From an optimization exercise on the open Yosys and OpenROAD flow, aimed at small area, a short achievable clock period and few clock cycles; shortcuts taken in it are not production practice.
The RTL of this run was laid out without a check of its function.

==> flow/constraint.sdc <==
create_clock -name core_clock -period 15.0 [get_ports {clk}]
set_input_delay 3.0000 -clock core_clock [delete_from_list [all_inputs] [get_ports {clk}]]
set_output_delay 3.0000 -clock core_clock [all_outputs]
set_load 0.01 [all_outputs]
==> flow/design.v <==
module gf163_alu (
    input              clk,
    input              rst,       
    input              start,
    input      [1:0]   op,
    input      [162:0] a,
    input      [162:0] b,
    output             ready,
    output             done,
    output             err,
    output     [162:0] result
);
    localparam [1:0] OP_ADD = 2'd0;
    localparam [1:0] OP_INC = 2'd1;
    localparam [1:0] OP_MUL = 2'd2;
    localparam [1:0] OP_INV = 2'd3;
    localparam integer D = 24;
    localparam integer N = 7;
    localparam integer L = 168;
    function [162:0] sq1;
        input [162:0] x;
        begin
            sq1[0] = x[0] ^ x[160];
            sq1[1] = x[82] ^ x[160] ^ x[162];
            sq1[2] = x[1] ^ x[161];
            sq1[3] = x[83] ^ x[160] ^ x[161];
            sq1[4] = x[2] ^ x[82] ^ x[160];
            sq1[5] = x[84] ^ x[161] ^ x[162];
            sq1[6] = x[3] ^ x[83] ^ x[160] ^ x[161];
            sq1[7] = x[82] ^ x[85];
            sq1[8] = x[4] ^ x[82] ^ x[84] ^ x[160] ^ x[161];
            sq1[9] = x[83] ^ x[86];
            sq1[10] = x[5] ^ x[83] ^ x[85] ^ x[161] ^ x[162];
            sq1[11] = x[84] ^ x[87];
            sq1[12] = x[6] ^ x[84] ^ x[86] ^ x[162];
            sq1[13] = x[85] ^ x[88];
            sq1[14] = x[7] ^ x[85] ^ x[87];
            sq1[15] = x[86] ^ x[89];
            sq1[16] = x[8] ^ x[86] ^ x[88];
            sq1[17] = x[87] ^ x[90];
            sq1[18] = x[9] ^ x[87] ^ x[89];
            sq1[19] = x[88] ^ x[91];
            sq1[20] = x[10] ^ x[88] ^ x[90];
            sq1[21] = x[89] ^ x[92];
            sq1[22] = x[11] ^ x[89] ^ x[91];
            sq1[23] = x[90] ^ x[93];
            sq1[24] = x[12] ^ x[90] ^ x[92];
            sq1[25] = x[91] ^ x[94];
            sq1[26] = x[13] ^ x[91] ^ x[93];
            sq1[27] = x[92] ^ x[95];
            sq1[28] = x[14] ^ x[92] ^ x[94];
            sq1[29] = x[93] ^ x[96];
            sq1[30] = x[15] ^ x[93] ^ x[95];
            sq1[31] = x[94] ^ x[97];
            sq1[32] = x[16] ^ x[94] ^ x[96];
            sq1[33] = x[95] ^ x[98];
            sq1[34] = x[17] ^ x[95] ^ x[97];
            sq1[35] = x[96] ^ x[99];
            sq1[36] = x[18] ^ x[96] ^ x[98];
            sq1[37] = x[97] ^ x[100];
            sq1[38] = x[19] ^ x[97] ^ x[99];
            sq1[39] = x[98] ^ x[101];
            sq1[40] = x[20] ^ x[98] ^ x[100];
            sq1[41] = x[99] ^ x[102];
            sq1[42] = x[21] ^ x[99] ^ x[101];
            sq1[43] = x[100] ^ x[103];
            sq1[44] = x[22] ^ x[100] ^ x[102];
            sq1[45] = x[101] ^ x[104];
            sq1[46] = x[23] ^ x[101] ^ x[103];
            sq1[47] = x[102] ^ x[105];
            sq1[48] = x[24] ^ x[102] ^ x[104];
            sq1[49] = x[103] ^ x[106];
            sq1[50] = x[25] ^ x[103] ^ x[105];
            sq1[51] = x[104] ^ x[107];
            sq1[52] = x[26] ^ x[104] ^ x[106];
            sq1[53] = x[105] ^ x[108];
            sq1[54] = x[27] ^ x[105] ^ x[107];
            sq1[55] = x[106] ^ x[109];
            sq1[56] = x[28] ^ x[106] ^ x[108];
            sq1[57] = x[107] ^ x[110];
            sq1[58] = x[29] ^ x[107] ^ x[109];
            sq1[59] = x[108] ^ x[111];
            sq1[60] = x[30] ^ x[108] ^ x[110];
            sq1[61] = x[109] ^ x[112];
            sq1[62] = x[31] ^ x[109] ^ x[111];
            sq1[63] = x[110] ^ x[113];
            sq1[64] = x[32] ^ x[110] ^ x[112];
            sq1[65] = x[111] ^ x[114];
            sq1[66] = x[33] ^ x[111] ^ x[113];
            sq1[67] = x[112] ^ x[115];
            sq1[68] = x[34] ^ x[112] ^ x[114];
            sq1[69] = x[113] ^ x[116];
            sq1[70] = x[35] ^ x[113] ^ x[115];
            sq1[71] = x[114] ^ x[117];
            sq1[72] = x[36] ^ x[114] ^ x[116];
            sq1[73] = x[115] ^ x[118];
            sq1[74] = x[37] ^ x[115] ^ x[117];
            sq1[75] = x[116] ^ x[119];
            sq1[76] = x[38] ^ x[116] ^ x[118];
            sq1[77] = x[117] ^ x[120];
            sq1[78] = x[39] ^ x[117] ^ x[119];
            sq1[79] = x[118] ^ x[121];
            sq1[80] = x[40] ^ x[118] ^ x[120];
            sq1[81] = x[119] ^ x[122];
            sq1[82] = x[41] ^ x[119] ^ x[121];
            sq1[83] = x[120] ^ x[123];
            sq1[84] = x[42] ^ x[120] ^ x[122];
            sq1[85] = x[121] ^ x[124];
            sq1[86] = x[43] ^ x[121] ^ x[123];
            sq1[87] = x[122] ^ x[125];
            sq1[88] = x[44] ^ x[122] ^ x[124];
            sq1[89] = x[123] ^ x[126];
            sq1[90] = x[45] ^ x[123] ^ x[125];
            sq1[91] = x[124] ^ x[127];
            sq1[92] = x[46] ^ x[124] ^ x[126];
            sq1[93] = x[125] ^ x[128];
            sq1[94] = x[47] ^ x[125] ^ x[127];
            sq1[95] = x[126] ^ x[129];
            sq1[96] = x[48] ^ x[126] ^ x[128];
            sq1[97] = x[127] ^ x[130];
            sq1[98] = x[49] ^ x[127] ^ x[129];
            sq1[99] = x[128] ^ x[131];
            sq1[100] = x[50] ^ x[128] ^ x[130];
            sq1[101] = x[129] ^ x[132];
            sq1[102] = x[51] ^ x[129] ^ x[131];
            sq1[103] = x[130] ^ x[133];
            sq1[104] = x[52] ^ x[130] ^ x[132];
            sq1[105] = x[131] ^ x[134];
            sq1[106] = x[53] ^ x[131] ^ x[133];
            sq1[107] = x[132] ^ x[135];
            sq1[108] = x[54] ^ x[132] ^ x[134];
            sq1[109] = x[133] ^ x[136];
            sq1[110] = x[55] ^ x[133] ^ x[135];
            sq1[111] = x[134] ^ x[137];
            sq1[112] = x[56] ^ x[134] ^ x[136];
            sq1[113] = x[135] ^ x[138];
            sq1[114] = x[57] ^ x[135] ^ x[137];
            sq1[115] = x[136] ^ x[139];
            sq1[116] = x[58] ^ x[136] ^ x[138];
            sq1[117] = x[137] ^ x[140];
            sq1[118] = x[59] ^ x[137] ^ x[139];
            sq1[119] = x[138] ^ x[141];
            sq1[120] = x[60] ^ x[138] ^ x[140];
            sq1[121] = x[139] ^ x[142];
            sq1[122] = x[61] ^ x[139] ^ x[141];
            sq1[123] = x[140] ^ x[143];
            sq1[124] = x[62] ^ x[140] ^ x[142];
            sq1[125] = x[141] ^ x[144];
            sq1[126] = x[63] ^ x[141] ^ x[143];
            sq1[127] = x[142] ^ x[145];
            sq1[128] = x[64] ^ x[142] ^ x[144];
            sq1[129] = x[143] ^ x[146];
            sq1[130] = x[65] ^ x[143] ^ x[145];
            sq1[131] = x[144] ^ x[147];
            sq1[132] = x[66] ^ x[144] ^ x[146];
            sq1[133] = x[145] ^ x[148];
            sq1[134] = x[67] ^ x[145] ^ x[147];
            sq1[135] = x[146] ^ x[149];
            sq1[136] = x[68] ^ x[146] ^ x[148];
            sq1[137] = x[147] ^ x[150];
            sq1[138] = x[69] ^ x[147] ^ x[149];
            sq1[139] = x[148] ^ x[151];
            sq1[140] = x[70] ^ x[148] ^ x[150];
            sq1[141] = x[149] ^ x[152];
            sq1[142] = x[71] ^ x[149] ^ x[151];
            sq1[143] = x[150] ^ x[153];
            sq1[144] = x[72] ^ x[150] ^ x[152];
            sq1[145] = x[151] ^ x[154];
            sq1[146] = x[73] ^ x[151] ^ x[153];
            sq1[147] = x[152] ^ x[155];
            sq1[148] = x[74] ^ x[152] ^ x[154];
            sq1[149] = x[153] ^ x[156];
            sq1[150] = x[75] ^ x[153] ^ x[155];
            sq1[151] = x[154] ^ x[157];
            sq1[152] = x[76] ^ x[154] ^ x[156];
            sq1[153] = x[155] ^ x[158];
            sq1[154] = x[77] ^ x[155] ^ x[157];
            sq1[155] = x[156] ^ x[159];
            sq1[156] = x[78] ^ x[156] ^ x[158];
            sq1[157] = x[157] ^ x[160];
            sq1[158] = x[79] ^ x[157] ^ x[159];
            sq1[159] = x[158] ^ x[161];
            sq1[160] = x[80] ^ x[158] ^ x[160];
            sq1[161] = x[159] ^ x[162];
            sq1[162] = x[81] ^ x[159] ^ x[161];
        end
    endfunction
    reg [162:0]   A;
    reg [L-1:0]   B;
    reg [162:0]   ACC;
    reg           busy;        
    reg           done_r;
    reg           err_r;
    reg           inv;         
    reg           chk;         
    reg           sq;          
    reg           first;       
    reg [3:0]     step;        
    reg [6:0]     nsq;         
    reg [2:0]     cnt;         
    assign ready  = ~busy;
    assign done   = done_r;
    assign err    = err_r;
    assign result = ACC;
    wire accept = start & ~busy;
    wire [D-1:0] digit = B[L-1:L-D];
    reg  [162+D:0] t;
    integer j;
    always @* begin
        t = {ACC, {D{1'b0}}};
        for (j = 0; j < D; j = j + 1)
            if (digit[j]) t = t ^ ({{D{1'b0}}, A} << j);
    end
    wire [D-1:0]  hi = t[162+D:163];
    wire [162:0]  mac = t[162:0] ^ {hi} ^ ({hi} << 3) ^ ({hi} << 6) ^ ({hi} << 7);
    wire [162:0] s1 = sq1(A);
    wire [162:0] s2 = sq1(s1);
    wire [162:0] s3 = sq1(s2);
    wire [162:0] s4 = sq1(s3);
    function [6:0] nsq_of;
        input [3:0] s;
        case (s)
            4'd0, 4'd1: nsq_of = 7'd1;
            4'd2, 4'd3: nsq_of = 7'd3;
            4'd4, 4'd5: nsq_of = 7'd9;
            4'd6, 4'd7: nsq_of = 7'd27;
            default:    nsq_of = 7'd82;
        endcase
    endfunction
    wire force1 = first & (step == 4'd8);
    wire use4 = ~force1 & (nsq >= 7'd4);
    wire use2 = ~force1 & ~use4 & (nsq >= 7'd2);
    wire [6:0] nsq_dec = use4 ? 7'd4 : (use2 ? 7'd2 : 7'd1);
    wire [162:0] s_sel = use4 ? s4 : (use2 ? s2 : s1);
    wire sq_last = (nsq == nsq_dec);
    wire mac_last = (cnt == 3'd1);
    wire inv_last = (step == 4'd8);
    always @(posedge clk) begin
        if (rst) begin
            busy   <= 1'b0;
            done_r <= 1'b0;
            err_r  <= 1'b0;
        end else begin
            done_r <= 1'b0;
            if (accept) begin
                A   <= a;
                B   <= {{(L-163){1'b0}}, b};
                cnt <= N;
                inv <= 1'b0;
                chk <= 1'b0;
                err_r <= 1'b0;
                case (op)
                    OP_ADD: begin
                        ACC    <= a ^ b;
                        done_r <= 1'b1;
                    end
                    OP_INC: begin
                        ACC    <= a ^ 163'd1;
                        done_r <= 1'b1;
                    end
                    OP_MUL: begin
                        ACC  <= 163'd0;
                        busy <= 1'b1;
                    end
                    default: begin
                        busy  <= 1'b1;
                        inv   <= 1'b1;
                        chk   <= 1'b1;
                        sq    <= 1'b1;
                        first <= 1'b1;
                        step  <= 4'd0;
                        nsq   <= 7'd1;
                    end
                endcase
            end else if (busy) begin
                if (inv & chk & (A == 163'd0)) begin
                    err_r  <= 1'b1;
                    done_r <= 1'b1;
                    busy   <= 1'b0;
                end else if (inv & sq) begin
                    chk   <= 1'b0;
                    ACC   <= 163'd0;
                    first <= 1'b0;
                    A     <= s_sel;
                    if (first)
                        B <= {{(L-163){1'b0}}, (step == 4'd8) ? s1 : A};
                    nsq   <= nsq - nsq_dec;
                    if (sq_last) begin
                        sq  <= 1'b0;
                        cnt <= N;
                    end
                end else begin
                    ACC <= mac;
                    B   <= {B[L-D-1:0], B[L-1:L-D]};
                    cnt <= cnt - 1'b1;
                    if (mac_last) begin
                        if (~inv | inv_last) begin
                            done_r <= 1'b1;
                            busy   <= 1'b0;
                        end else begin
                            A     <= mac;
                            sq    <= 1'b1;
                            first <= step[0];
                            step  <= step + 4'd1;
                            nsq   <= nsq_of(step + 4'd1);
                        end
                    end
                end
            end
        end
    end
endmodule
==> flow/config.mk <==
export PLATFORM = sky130hd
export DESIGN_NAME = gf163_alu
export DESIGN_NICKNAME = gf163_alu
export VERILOG_FILES = /design/flow/design.v
export SDC_FILE = /design/flow/constraint.sdc
export NUM_CORES = 4
export LEC_CHECK = 0
export CAP_MARGIN = 40
export CORE_MARGIN = 2
export CORE_UTILIZATION = 25
export SLEW_MARGIN = 40
==> flow/run.sh <==
#!/bin/bash
# synth_recipe.tcl (not shown) runs the flow's synth.tcl, then flattens the netlist and writes it again
# the make line also repeats each setting of config.mk as NAME=value (left out here)
make -C /OpenROAD-flow-scripts/flow DESIGN_CONFIG=/design/flow/config.mk WORK_HOME=/design/flow/orfs CLKGATE_MAP_FILE= SYNTH_SCRIPT=/design/flow/synth_recipe.tcl finish
==> summary.txt <==
==> routing by layer <==
layer | up-vias | track usage
li1 | 40300 | -
met1 | 46900 | 0.357
met2 | 9285 | 0.454
met3 | 2757 | 0.0964
met4 | 56 | 0.322
met5 | - | 0
==> flip-flops by register name, indices dropped and copies added, names as in the netlist, 3 cells and up <==
name and flops:
cnt 3, B 168, A 163, nsq 7, ACC 163, step 4
==> area by class of cell <==
type,count,area (um^2)
Tap cell,4972,6220
Antenna cell,64,160
Clock buffer,69,1510
Clock inverter,42,449
Multi-Input combinational cell,11400,74200
Sequential cell,515,15400
Inverter,19,80.1
Timing Repair Buffer,934,8700
Fill cell,40400,266000
==> layout by cell type, fill, tap and decap left out, types with 36 or more instances in the layout <==
| cell type | n |
|---|---|
| a221o_1 | 36 |
| buf_4 | 386 |
| xnor2_2 | 102 |
| xnor2_1 | 3635 |
| nand2_1 | 4405 |
| diode_2 | 64 |
| o22ai_1 | 61 |
| clkbuf_16 | 60 |
| xor2_1 | 1284 |
| nor3_1 | 42 |
| xnor3_1 | 40 |
| edfxtp_1 | 512 |
| o211ai_1 | 156 |
| clkdlybuf4s50_1 | 495 |
| o21ai_0 | 370 |
| nor2_1 | 390 |
| nor4_1 | 36 |
| a211oi_1 | 133 |
| a21oi_1 | 278 |
| nor2b_1 | 165 |
==> worst max-delay path: cells and delay by family <==
family	cells	cell delay (ns)
buffers and inverters	4	1.86
AOI/OAI and AO/OA	1	0.17
and+or+nand+nor	3	1.03
==> metrics by stage <==
step           utilization  area [um^2]
2_1_floorplan            -        93800
3_3_place_gp         0.278       104000
3_5_place_dp         0.280       104000
4_1_cts              0.285       106000
5_1_grt              0.286       107000
6_report             0.287       107000
==> cell families after synthesis <==
group                    count (synthesis)  share of synthesized area
AO/OA/AOI/OAI                         1109                     0.0714
adder cells (fa/ha/maj)                 12                    0.00168
multiplexers                             5                   0.000547
XOR/XNOR                              5130                      0.495
AND/OR/NAND/NOR                       5124                      0.213
buffers and inverters                 1257                     0.0535
flip-flops                             515                      0.165
==> final timing paths <==
path | startpoint | to | slack, ns | cells after the start
worst min register to register | err_r$_SDFFE_PP0P_ | err_r$_SDFFE_PP0P_ | 0.49 | 2
worst min-delay path | err_r$_SDFFE_PP0P_ | err_r$_SDFFE_PP0P_ | 0.49 | 2
worst max register to register | A[94]$_DFFE_PP_ | A[73]$_DFFE_PP_ | 9.35 | 9
worst max-delay path | start | nsq[4]$_SDFFCE_PP0P_ | 9.23 | 8
==> results.py <==
metrics = {
    "outcome": {
        "status": "finished clean",
    },
    "clocking": {
        "clk_path_buf_depth": 3,
        "post_cts_buffers": 0,
        "cts_hold_buf": 0,
        "clk_pin_slew_ns": 0.06,
        "clk_latency_ns": 0.75,
        "cts_buffers": 59,
        "clock_sinks": 515,
        "htreeDepth": 2,
        "cts_resized": 0,
        "clockRootBuffer": "clkbuf_16",
        "cts_tree": "yes",
    },
    "timing": {
        "max_clock_freq_ghz": 0.173,
        "period_share": 0.385,
        "setup_ws_ns": 9.23,
        "fin_skew_ns": 0.0763,
        "post-route-min-period_ns": 5.77,
        "hold_viol": 0,
        "setup_tns_ns": 0,
        "setup_viol": 0,
        "tightest_slew_ns": 1.07,
        "rsz0062_at_grt": "false",
        "hold_ws_ns": 0.490,
        "slew_viol_final": 0,
        "relSlewSlack": 0.284,
    },
    "drt": {
        "dr_wl_met3_um": 85200,
        "final_antenna_net_count": 0,
        "wl_met2_um": 251000,
        "highest_layer": "met5",
        "viasPerCell": 5.52,
        "num_vias": 99400,
        "drc": 0,
        "wl_per_cell_um": 34.5,
        "drt-pass1-iter-count": 7,
        "drtIter0Drc": 18000,
        "wl_met1_um": 203000,
        "drt_wl_total_um": 622000,
    },
    "floorplanning": {
        "die_area_mm2": 0.380,
        "row_count": 224,
        "io_pins": 497,
        "core_area_mm2": 0.373,
        "die_x_um": 617,
        "initial_core_util": 0.252,
        "die_h_um": 617,
    },
    "logic_synthesis": {
        "yosysTopAreaCell": "xnor2_1",
        "synthTopCellsByCount": "4408 x nand2_1, 3702 x xnor2_1, 1293 x xor2_1",
        "yosysMostFrequentCell": "nand2_1",
        "syn_area_per_cell_um2": 7.13,
        "synthesis.nets": 13500,
        "synth_edf_count": 512,
        "synth.area.top_cells": "xnor2_1 35%, nand2_1 18%, edfxtp_1 16%",
        "syn_area_mm2": 0.0938,
        "synth_top_area_frac": 0.346,
        "synth_cells": 13200,
        "yosysUniqueCellTypes": 62,
        "ys_warn_count": 1,
        "async_reset_ff_frac": 0,
        "synth_ff_type": "edfxtp_1",
        "synth-seq-area-share": 0.165,
        "ys_seq_elements": 515,
    },
    "placement": {
        "dp_hpwl_um": 435000,
        "place_inst": 17800,
        "post-place-ws_ns": 8.32,
        "place.gp.congestion": 1.09,
        "io_buffers": 496,
    },
    "setup_path": {
        "cp_max_fo": 61,
        "crit_chain": "clkdlybuf4s50_1 > nor2b_4 > clkbuf_16 > nor2_4 > a21oi_4 > buf_4 > buf_12 > nor2b_1",
        "crit_path_end_kind": "register",
        "cp.required_ns": 15.34,
        "arrival_ns": 6.12,
        "slowest_stage": "nor2b_1",
        "crit_type": "input port to register",
        "start_kind": "input port",
        "max_stage_delay_ns": 0.61,
    },
    "final_layout": {
        "layout.nets": 13300,
        "area_growth_pct": 13.9,
        "stdcell_count": 18000,
        "drive_above_1_share": 0.0567,
    },
    "flow_run": {
        "maxCapViolCount": 0,
    },
    "grt": {
        "gr-total-overflow": 0,
        "grt_use_total": 0.314,
        "first_global_vias": 88600,
        "grt_max_degree": 128,
        "antenna_found_initial": 107,
        "grt_pass1_wl_um": 825000,
    },
    "worst_hold_path": {
        "hold_class": "register to register",
    },
}

[what the ideal ports hide]
No port has a modelled driver above. Below, the same layout with a new extraction and two added sets of constraints.
Step 1 (the two cells are an assumption about what drives the block):
set clk [get_ports {clk}]
set_driving_cell -lib_cell sky130_fd_sc_hd__clkbuf_16 $clk
set_driving_cell -lib_cell sky130_fd_sc_hd__buf_2 [delete_from_list [all_inputs] $clk]
Step 2 adds t to the input delays and takes it off the output delays; t is the mean of the earliest and latest rising clock arrival at the registers after step 1. Input paths then give back, and output paths get back, about the clock's delay inside the block.
Three values: ideal ports, drivers, drivers and shift; two values: the first two.
t, ns: 0.799
slack for setup (ns): 9.226 / 9.223 / 8.424
latest minus earliest clock arrival (ns): 0.076 / 0.076
cell pins on the clock port's net: 1
After both steps setup and hold are still met in this run. The setup slack of this run moves by -0.003 ns with the drivers and by -0.802 ns with both steps.
